Context: an optimization exercise on an open-source flow, tuned for small area, a short achievable clock period and few clock cycles per item. The choices shown serve that exercise and are no tape-out recipe.
At most, simulation tests tie the RTL to the original design; equivalence was not proved.
Power is estimated from default activity; no workload was simulated.

job 1655:
Design inone_rx, start of the top module:
module inone_rx (
    input  wire        clk,
    input  wire        rst,           
    input  wire        cmd_valid,
    output wire        cmd_ready,
    input  wire [1:0]  cmd_op,
    input  wire [7:0]  cmd_byte,
    input  wire [31:0] now,           
    output wire        rearm,         
    output wire [5:0]  cursor,
    output wire        raw_ready,
    output wire        pkt_ready,
    output wire [2:0]  outcome,
    output wire [3:0]  lastlen,
    output wire [71:0] last_frame     
);
Size in the first run: about 960 cells after synthesis, ~130 I/O pins, ~11000 um^2 of cells after synthesis.
Settings: LEC_CHECK=0, CAP_MARGIN=20, CORE_MARGIN=2, CORE_UTILIZATION=65, CTS_BUF_LIST=sky130_fd_sc_hd__clkbuf_8, CTS_CLUSTER_DIAMETER=60, CTS_CLUSTER_SIZE=14, PLACE_DENSITY=0.8, SLEW_MARGIN=20; clock period 10.0 ns.
standard.sh (not shown) runs the stock make flow with config.mk's settings and CLKGATE_MAP_FILE= SYNTH_SCRIPT=/design/flow/synth_recipe.tcl, a recipe that flattens the netlist after the stock synthesis.
==> flow/flow/run.sh <==
#!/bin/bash
# The standard layout (standard.sh), with the port buffers made as
# sky130_fd_sc_hd__buf_1 instead of the cell buffer_ports picks by itself.
set -euo pipefail
export BUFFER_PORTS_ARGS="-buffer_cell sky130_fd_sc_hd__buf_1"
export SETUP_SLACK_MARGIN=6.8
bash standard.sh > standard.log 2>&1
Job 1655 finished every step from synthesis to the final layout, and the layout passed the timing, design-rule and antenna checks.
Testbench counts of job 1655, summed over its fixed seeds: cycles 15,779, blocks 256.
Edits applied to the flow inputs when going from job 1655 to job 4788:
diff --git a/flow/flow/run.sh b/flow/flow/run.sh
--- a/flow/flow/run.sh
+++ b/flow/flow/run.sh
@@ -4,4 +4,4 @@
 set -euo pipefail
 export BUFFER_PORTS_ARGS="-buffer_cell sky130_fd_sc_hd__buf_1"
-export SETUP_SLACK_MARGIN=6.8
+export SETUP_SLACK_MARGIN=7.0
 bash standard.sh > standard.log 2>&1
Notes after the runs:
- Re maximum clock frequency: job 4788 and job 1655 aren't equal, and the higher value belongs to job 4788.
- Compared with job 1655, job 4788 shows synthesis-to-finish area growth higher by 9.8 points.
- Lower combinational fraction of design power goes to job 1655 over job 4788.
- Against job 1655, the final cell area of job 4788 is higher.
--- input diff job 4788..job 5573 ---
diff --git a/flow/flow/run.sh b/flow/flow/run.sh
--- a/flow/flow/run.sh
+++ b/flow/flow/run.sh
@@ -4,4 +4,4 @@
 set -euo pipefail
 export BUFFER_PORTS_ARGS="-buffer_cell sky130_fd_sc_hd__buf_1"
-export SETUP_SLACK_MARGIN=7.0
+export SETUP_SLACK_MARGIN=6.8
 bash standard.sh > standard.log 2>&1
diff --git a/flow/config.mk b/flow/config.mk
--- a/flow/config.mk
+++ b/flow/config.mk
@@ -8,8 +8,7 @@
 export CAP_MARGIN = 20
 export CORE_MARGIN = 2
-export CORE_UTILIZATION = 65
+export CORE_UTILIZATION = 40
 export CTS_BUF_LIST = sky130_fd_sc_hd__clkbuf_8
 export CTS_CLUSTER_DIAMETER = 60
 export CTS_CLUSTER_SIZE = 14
-export PLACE_DENSITY = 0.8
 export SLEW_MARGIN = 20
--- outcome ---
- Job 5573: done, clean on timing, DRC and antenna
- Going from job 4788 to job 5573, maximum buffer depth of the clock tree now sits at about the same level; worst setup slack went down 0.11 ns; final critical delay including setup and external delays went up.
- For job 4788, the slowest cell on the critical path was sky130_fd_sc_hd__dfxtp_2, unlike job 5573, where it was sky130_fd_sc_hd__dfxtp_1.
Inputs modified between job 5573 and job 4973:
diff --git a/flow/flow/run.sh b/flow/flow/run.sh
--- a/flow/flow/run.sh
+++ b/flow/flow/run.sh
@@ -4,4 +4,4 @@
 set -euo pipefail
 export BUFFER_PORTS_ARGS="-buffer_cell sky130_fd_sc_hd__buf_1"
-export SETUP_SLACK_MARGIN=6.8
+export SETUP_SLACK_MARGIN=6.95
 bash standard.sh > standard.log 2>&1
diff --git a/flow/config.mk b/flow/config.mk
--- a/flow/config.mk
+++ b/flow/config.mk
@@ -8,7 +8,8 @@
 export CAP_MARGIN = 20
 export CORE_MARGIN = 2
-export CORE_UTILIZATION = 40
+export CORE_UTILIZATION = 65
 export CTS_BUF_LIST = sky130_fd_sc_hd__clkbuf_8
 export CTS_CLUSTER_DIAMETER = 60
 export CTS_CLUSTER_SIZE = 14
+export PLACE_DENSITY = 0.8
 export SLEW_MARGIN = 20
[summary]
Every stage of the flow completed for job 4973, and the final layout passed the timing, design-rule and antenna checks. The core of job 4973 is more densely filled than that of job 5573. Diff job 5573 -> job 4973: layout buffering overhead excluding clock cells moved up, leakage power figure moved up.
The following lists how job 2308 was set up differently from job 4973:
diff --git a/flow/flow/run.sh b/flow/flow/run.sh
--- a/flow/flow/run.sh
+++ b/flow/flow/run.sh
@@ -4,4 +4,4 @@
 set -euo pipefail
 export BUFFER_PORTS_ARGS="-buffer_cell sky130_fd_sc_hd__buf_1"
-export SETUP_SLACK_MARGIN=6.95
+export SETUP_SLACK_MARGIN=6.9
 bash standard.sh > standard.log 2>&1
Findings:
From job 4973 to job 2308, area of the core did not move at all. Switching power of the nets grows slightly when moving from job 4973 to job 2308. [compare] base=job 4973 new=job 2308: global-route wire length before repair shows an increase of 450 um; part of the power in the clock network shows a reduction of 0.7 points; post-route core utilization shows a reduction of 1.5 points. Per the comparison of job 2308 with job 4973, die area did not really move, hold slack went down, per-cell via count in the routed design went up. Job 4973 vs job 2308, slowest library cell on the worst path: sky130_fd_sc_hd__dfxtp_2 vs sky130_fd_sc_hd__dfxtp_4. Post-layout instance area (job 2308 over job 4973): decrease, about 2%. Lower fraction of the cycle the final worst path needs among job 4973 and job 2308: job 4973. On layout overhead on the synthesized area: between job 4973 and job 2308, it ends up lower for job 2308.

* * *

The RTL this note starts from:
==> flow/design.v <==
module inone_rx (
    input  wire        clk,
    input  wire        rst,           
    input  wire        cmd_valid,
    output wire        cmd_ready,
    input  wire [1:0]  cmd_op,
    input  wire [7:0]  cmd_byte,
    input  wire [31:0] now,           
    output wire        rearm,         
    output wire [5:0]  cursor,
    output wire        raw_ready,
    output wire        pkt_ready,
    output wire [2:0]  outcome,
    output wire [3:0]  lastlen,
    output wire [71:0] last_frame     
);
    localparam OP_APPEND = 2'd0;
    localparam OP_POLL   = 2'd1;
    localparam OP_GET    = 2'd2;
    localparam OC_OK     = 3'd1;
    localparam OC_MAN1   = 3'd2;
    localparam OC_FRM1   = 3'd3;
    localparam OC_LCLASS = 3'd4;
    localparam OC_MAN2   = 3'd5;
    localparam OC_FRM2   = 3'd6;
    localparam OC_CRC    = 3'd7;
    localparam [31:0] RESYNC_MS = 32'd600;
    localparam [7:0]  CRC_POLY  = 8'h8C;
    reg [5:0]  cursor_q;
    reg [31:0] lastact_q;
    reg        raw_ready_q;
    reg        pkt_ready_q;
    reg [2:0]  outcome_q;
    reg [3:0]  lastlen_q;
    reg [71:0] frame_q;
    reg        rearm_q;
    reg        wait_q;        
    reg        tmo_q;         
    reg [91:0] d;
    reg [15:0] e1;            
    reg [22:15] e2;           
    reg [4:0]  cnt;           
    reg [7:0]  crc;
    reg        done;
    reg        run;           
    assign cmd_ready  = ~(wait_q | tmo_q);
    assign rearm      = rearm_q;
    assign cursor     = cursor_q;
    assign raw_ready  = raw_ready_q;
    assign pkt_ready  = pkt_ready_q;
    assign outcome    = outcome_q;
    assign lastlen    = lastlen_q;
    assign last_frame = frame_q;
    wire accept    = cmd_valid && !wait_q && !tmo_q;
    wire do_append = accept && cmd_op == OP_APPEND;
    wire do_poll   = accept && cmd_op == OP_POLL;
    wire do_get    = accept && cmd_op == OP_GET;
    wire [3:0] bbit = {cmd_byte[1], cmd_byte[3], cmd_byte[5], cmd_byte[7]};
    wire [3:0] berr = {cmd_byte[1] ~^ cmd_byte[0], cmd_byte[3] ~^ cmd_byte[2],
                       cmd_byte[5] ~^ cmd_byte[4], cmd_byte[7] ~^ cmd_byte[6]};
    genvar k;
    generate
        for (k = 0; k < 23; k = k + 1) begin : g_store
            wire we = do_append && cursor_q == k;
            if (k == 0) begin : g_b0
                always @(posedge clk)
                    if (we) begin
                        d[3:2] <= bbit[3:2];
                        e1[0]  <= |berr[3:2];
                    end
            end else if (k < 15) begin : g_b1
                always @(posedge clk)
                    if (we) begin
                        d[4*k +: 4] <= bbit;
                        e1[k]       <= |berr;
                    end
            end else if (k == 15) begin : g_b15
                always @(posedge clk)
                    if (we) begin
                        d[63:60] <= bbit;
                        e1[15]   <= |berr[1:0];
                        e2[15]   <= |berr[3:2];
                    end
            end else begin : g_b2
                always @(posedge clk)
                    if (we) begin
                        d[4*k +: 4] <= bbit;
                        e2[k]       <= |berr;
                    end
            end
        end
    endgenerate
    wire [1:0] cls = {d[51], d[50]};              
    wire man1 = |e1;
    reg  frm1;
    reg  frm2;
    integer g;
    always @(*) begin
        frm1 = 1'b0;
        for (g = 0; g < 12; g = g + 1)
            if (!d[5*g + 2]) frm1 = 1'b1;
        frm2 = 1'b0;
        for (g = 0; g < 6; g = g + 1)
            if (!d[5*g + 62] && (cls[1] || (cls[0] && g < 2))) frm2 = 1'b1;
    end
    wire man2 = ((cls != 2'd0) && (|e2[17:15])) || (cls[1] && (|e2[22:18]));
    reg [2:0] oc;
    always @(*) begin
        if (man1)              oc = OC_MAN1;
        else if (frm1)         oc = OC_FRM1;
        else if (cls == 2'd3)  oc = OC_LCLASS;
        else if (man2)         oc = OC_MAN2;
        else if (frm2)         oc = OC_FRM2;
        else if (crc != 8'd0)  oc = OC_CRC;
        else                   oc = OC_OK;
    end
    wire ok = (oc == OC_OK);
    reg [71:0] fr;
    always @(*) begin
        for (g = 0; g < 18; g = g + 1)
            fr[4*g +: 4] = d[5*g + 3 +: 4];
        if (cls == 2'd0) fr[71:48] = 24'd0;
        if (cls != 2'd2) fr[71:56] = 16'd0;
    end
    wire [3:0] flen = cls[1] ? 4'd9 : cls[0] ? 4'd7 : 4'd6;
    reg  [3:0] nib;                               
    always @(posedge clk) nib <= fr[{cnt, 2'b00} +: 4];
    reg  [7:0] crc_nxt;
    integer q;
    always @(*) begin
        crc_nxt = crc;
        for (q = 0; q < 4; q = q + 1)
            crc_nxt = (crc_nxt >> 1) ^ ((crc_nxt[0] ^ nib[q]) ? CRC_POLY : 8'h00);
    end
    wire [4:0] last = cls[1] ? 5'd17 : cls[0] ? 5'd13 : 5'd11;
    wire restart = do_append && cursor_q <= 6'd22;
    always @(posedge clk) begin
        if (rst || restart) begin
            cnt  <= 5'd0;
            crc  <= 8'd0;
            run  <= 1'b0;
            done <= 1'b0;
        end else if (!done) begin
            cnt <= cnt + 5'd1;
            run <= 1'b1;
            if (run) crc <= crc_nxt;
            if (cnt == last + 5'd1) done <= 1'b1;
        end
    end
    function automatic le10;                      
        input [9:0] a, b;
        integer i;
        begin
            le10 = 1'b1;
            for (i = 0; i < 10; i = i + 1)
                le10 = (~a[i] & b[i]) | (~(a[i] ^ b[i]) & le10);
        end
    endfunction
    wire [9:0]  la_lo  = lastact_q[9:0];
    wire [21:0] la_hi  = lastact_q[31:10];
    wire [10:0] w_lo   = {1'b0, la_lo} + 11'd600;
    reg  [21:0] cy;
    integer ci;
    always @(*) begin
        cy[0] = 1'b1;
        for (ci = 1; ci < 22; ci = ci + 1)
            cy[ci] = cy[ci - 1] & la_hi[ci - 1];
    end
    wire [21:0] hx     = now[31:10] ^ la_hi;
    reg         hi0_q, hi1_q;                           
    reg  [9:0]  nlo_q;
    always @(posedge clk) begin
        hi0_q <= (hx == 22'd0);
        hi1_q <= (hx == cy);
        nlo_q <= now[9:0];
    end
    wire        bor    = !le10(la_lo, nlo_q);           
    wire        le_w   = le10(nlo_q, w_lo[9:0]);
    wire        lo_ok  = bor ? (w_lo[10] && le_w) : (w_lo[10] || le_w);
    wire        hi_ok  = bor ? hi1_q : hi0_q;
    wire        recent = hi_ok && lo_ok;
    wire commit = ((do_poll && raw_ready_q) || wait_q) && done;
    always @(posedge clk) begin
        if (do_append)
            lastact_q <= now;
    end
    always @(posedge clk) begin
        if (rst) begin
            cursor_q    <= 6'd0;
            raw_ready_q <= 1'b0;
            pkt_ready_q <= 1'b0;
            outcome_q   <= 3'd0;
            lastlen_q   <= 4'd0;
            frame_q     <= 72'd0;
            rearm_q     <= 1'b0;
            wait_q      <= 1'b0;
            tmo_q       <= 1'b0;
        end else begin
            rearm_q <= 1'b0;
            if (do_append) begin
                if (cursor_q == 6'd59) begin
                    cursor_q    <= 6'd0;
                    raw_ready_q <= 1'b1;
                    rearm_q     <= 1'b1;
                end else begin
                    cursor_q <= cursor_q + 6'd1;
                end
            end
            if (do_poll) begin
                if (cursor_q != 6'd0)
                    tmo_q <= 1'b1;
                if (raw_ready_q) begin
                    raw_ready_q <= 1'b0;
                    if (!done) wait_q <= 1'b1;
                end
            end
            if (tmo_q) begin
                tmo_q <= 1'b0;
                if (!recent) begin
                    cursor_q <= 6'd0;
                    rearm_q  <= 1'b1;
                end
            end
            if (do_get)
                pkt_ready_q <= 1'b0;
            if (commit) begin
                wait_q    <= 1'b0;
                outcome_q <= oc;
                if (ok) begin
                    frame_q     <= fr;
                    lastlen_q   <= flen;
                    pkt_ready_q <= 1'b1;
                end
            end
        end
    end
endmodule
Settings: LEC_CHECK=0, CAP_MARGIN=20, CORE_MARGIN=2, CORE_UTILIZATION=40, SLEW_MARGIN=20; clock period 10.0 ns.
==> flow/flow/run.sh <==
#!/bin/bash
# The standard layout (standard.sh), with the port buffers made as
# sky130_fd_sc_hd__buf_2 instead of the cell buffer_ports picks by itself.
set -euo pipefail
export BUFFER_PORTS_ARGS="-buffer_cell sky130_fd_sc_hd__buf_2"
export SETUP_SLACK_MARGIN=7.0
bash standard.sh > standard.log 2>&1
The first run completed without violations.
Next try:
--- a/flow/flow/run.sh
+++ b/flow/flow/run.sh
@@ -6 +6 @@
-export SETUP_SLACK_MARGIN=7.0
+export SETUP_SLACK_MARGIN=6.5
Result: Area after synthesis does not change; wire length came out lower by about a fifth; setup slack gets worse by 91 ps; design area came out lower by about a fifth; critical path depth came out lower by 4; non-clock buffer count came out lower by 72; clock skew came out lower by 11 ps; fmax came out lower by a few percent; cell count came out lower by a few percent; total power came out lower slightly.
No functional check of the RTL was part of any run of this note.

* * *

inone_rx, a different RTL version from the one above (not shown whole).
Size in the first run: ~130 I/O pins, ~11000 um^2 of cells after synthesis.
Settings: LEC_CHECK=0, CAP_MARGIN=20, CORE_MARGIN=2, CORE_UTILIZATION=40, CTS_BUF_LIST=sky130_fd_sc_hd__clkbuf_8, CTS_CLUSTER_DIAMETER=60, CTS_CLUSTER_SIZE=14, SLEW_MARGIN=20; clock period 10.0 ns.
==> flow/flow/run.sh <==
#!/bin/bash
# The standard layout (standard.sh), with the port buffers made as
# sky130_fd_sc_hd__buf_2 instead of the cell buffer_ports picks by itself.
set -euo pipefail
export BUFFER_PORTS_ARGS="-buffer_cell sky130_fd_sc_hd__buf_2"
export SETUP_SLACK_MARGIN=6.5
bash standard.sh > standard.log 2>&1
The baseline passed the timing, design-rule and antenna checks.
Testbench counts at the start, summed over its fixed seeds: cycles 15,779, blocks 256.
Change:
CTS_BUF_LIST = sky130_fd_sc_hd__clkbuf_16   (was sky130_fd_sc_hd__clkbuf_8)
CTS_CLUSTER_DIAMETER = 80   (was 60)
CTS_CLUSTER_SIZE = 22   (was 14)
The new run completed with no timing, DRC or antenna violations.
Final area went up by 0.89%.
Clock skew went down by 6.0 ps.
Synthesized area is unchanged.
Global-route usage barely changes.
Critical path depth went up by 4.
Routed wire length went down by about 1.1%.
Count of clock-buffer cells in the layout went down by 9.
Setup slack gets worse by 20 ps.
Flip-flop and latch count is unchanged.
First-iteration DRC count went down by 1.8%.

* * *

## north
RTL: one of the versions met above, not the one the previous note started from.
Size in the first run: ~960 cells after synthesis, ~270 flip-flops, roughly 130 I/O pins.
export LEC_CHECK = 0
export CAP_MARGIN = 20
export CORE_MARGIN = 2
export CORE_UTILIZATION = 40
export CTS_BUF_LIST = sky130_fd_sc_hd__clkbuf_8
export CTS_CLUSTER_DIAMETER = 60
export CTS_CLUSTER_SIZE = 14
export SLEW_MARGIN = 20
create_clock -name core_clock -period 10.0 [get_ports {clk}]
==> flow/flow/run.sh <==
#!/bin/bash
# The standard layout (standard.sh), with the port buffers made as
# sky130_fd_sc_hd__buf_1 instead of the cell buffer_ports picks by itself.
set -euo pipefail
export BUFFER_PORTS_ARGS="-buffer_cell sky130_fd_sc_hd__buf_1"
export SETUP_SLACK_MARGIN=6.95
bash standard.sh > standard.log 2>&1
Testbench counts of north, summed over its fixed seeds: cycles 15,779, blocks 256.
For south, these inputs were changed with respect to north:
# north
export LEC_CHECK = 0
export CAP_MARGIN = 20
export CORE_MARGIN = 2
export CORE_UTILIZATION = 40
export CTS_BUF_LIST = sky130_fd_sc_hd__clkbuf_8
export CTS_CLUSTER_DIAMETER = 60
export CTS_CLUSTER_SIZE = 14
export SLEW_MARGIN = 20
create_clock -name core_clock -period 10.0 [get_ports {clk}]
# south
export LEC_CHECK = 0
export CAP_MARGIN = 20
export CORE_MARGIN = 2
export CORE_UTILIZATION = 72
export CTS_BUF_LIST = sky130_fd_sc_hd__clkbuf_8
export CTS_CLUSTER_DIAMETER = 60
export CTS_CLUSTER_SIZE = 14
export PLACE_DENSITY = 0.85
export SLEW_MARGIN = 20
create_clock -name core_clock -period 10.0 [get_ports {clk}]
==> flow/flow/run.sh <==
#!/bin/bash
# The standard layout (standard.sh), with the port buffers made as
# sky130_fd_sc_hd__buf_1 instead of the cell buffer_ports picks by itself.
set -euo pipefail
export BUFFER_PORTS_ARGS="-buffer_cell sky130_fd_sc_hd__buf_1"
export SETUP_SLACK_MARGIN=6.8
bash standard.sh > standard.log 2>&1
## What came out
Vertical extent of the die is lower on south
Share of cell area taken by multi-input logic gates is higher on south
Global routing usage on met1 is higher on south
Route | south vs north | wire shorter in south
south gives less slack of the critical path than north did.
For north, the worst setup path endpoint was last_frame[71], unlike south, where it was cursor[3].

re-timing with driven ports:
The flow's constraints put no driver on any port. The routed layouts listed below were extracted and timed again, unchanged, in two steps. Step 1 assumes that a clkbuf_16 drives the clock port and a buf_2 every other input. Step 2 also shifts input and output timing later by t, the mid clock arrival at the registers, as if the neighbouring blocks saw the same clock. a / b / c = no drivers / after step 1 / after step 2; a / b = the first two.
run | shift t [ns] | setup WS [ns] | worst setup path at the end | worst register clock-pin slew, ns | worst slew at a driven data input, ns
job 1655 | 0.576 | 6.851 / 6.812 / 6.352 | input to register | 0.10 / 0.10 | 0.04
job 4788 | 0.584 | 6.964 / 6.922 / 6.507 | input to register | 0.10 / 0.10 | 0.04
job 5573 | 0.611 | 6.851 / 6.809 / 6.371 | input to register | 0.10 / 0.10 | 0.04
job 4973 | 0.571 | 6.977 / 6.937 / 6.503 | input to register | 0.09 / 0.09 | 0.04
job 2308 | 0.570 | 6.926 / 6.884 / 6.413 | input to register | 0.10 / 0.10 | 0.05
the first run of note 2 | 0.603 | 6.686 / 6.690 / 6.087 | input to register | 0.06 / 0.06 | 0.06
the second run of note 2 | 0.595 | 6.595 / 6.607 / 6.012 | input to register | 0.06 / 0.06 | 0.05
the first run of note 3 | 0.607 | 6.592 / 6.552 / 5.996 | input to register | 0.10 / 0.10 | 0.06
the second run of note 3 | 0.544 | 6.573 / 6.575 / 6.031 | input to register | 0.09 / 0.09 | 0.06
north | 0.594 | 6.956 / 6.910 / 6.446 | input to register | 0.10 / 0.10 | 0.05
south | 0.576 | 6.843 / 6.802 / 6.345 | input to register | 0.10 / 0.10 | 0.04
After both steps setup and hold are still met in every run listed. The setup slack of the first run of note 2, which loses most, moves by +0.004 ns with the drivers and by -0.599 ns with both steps.
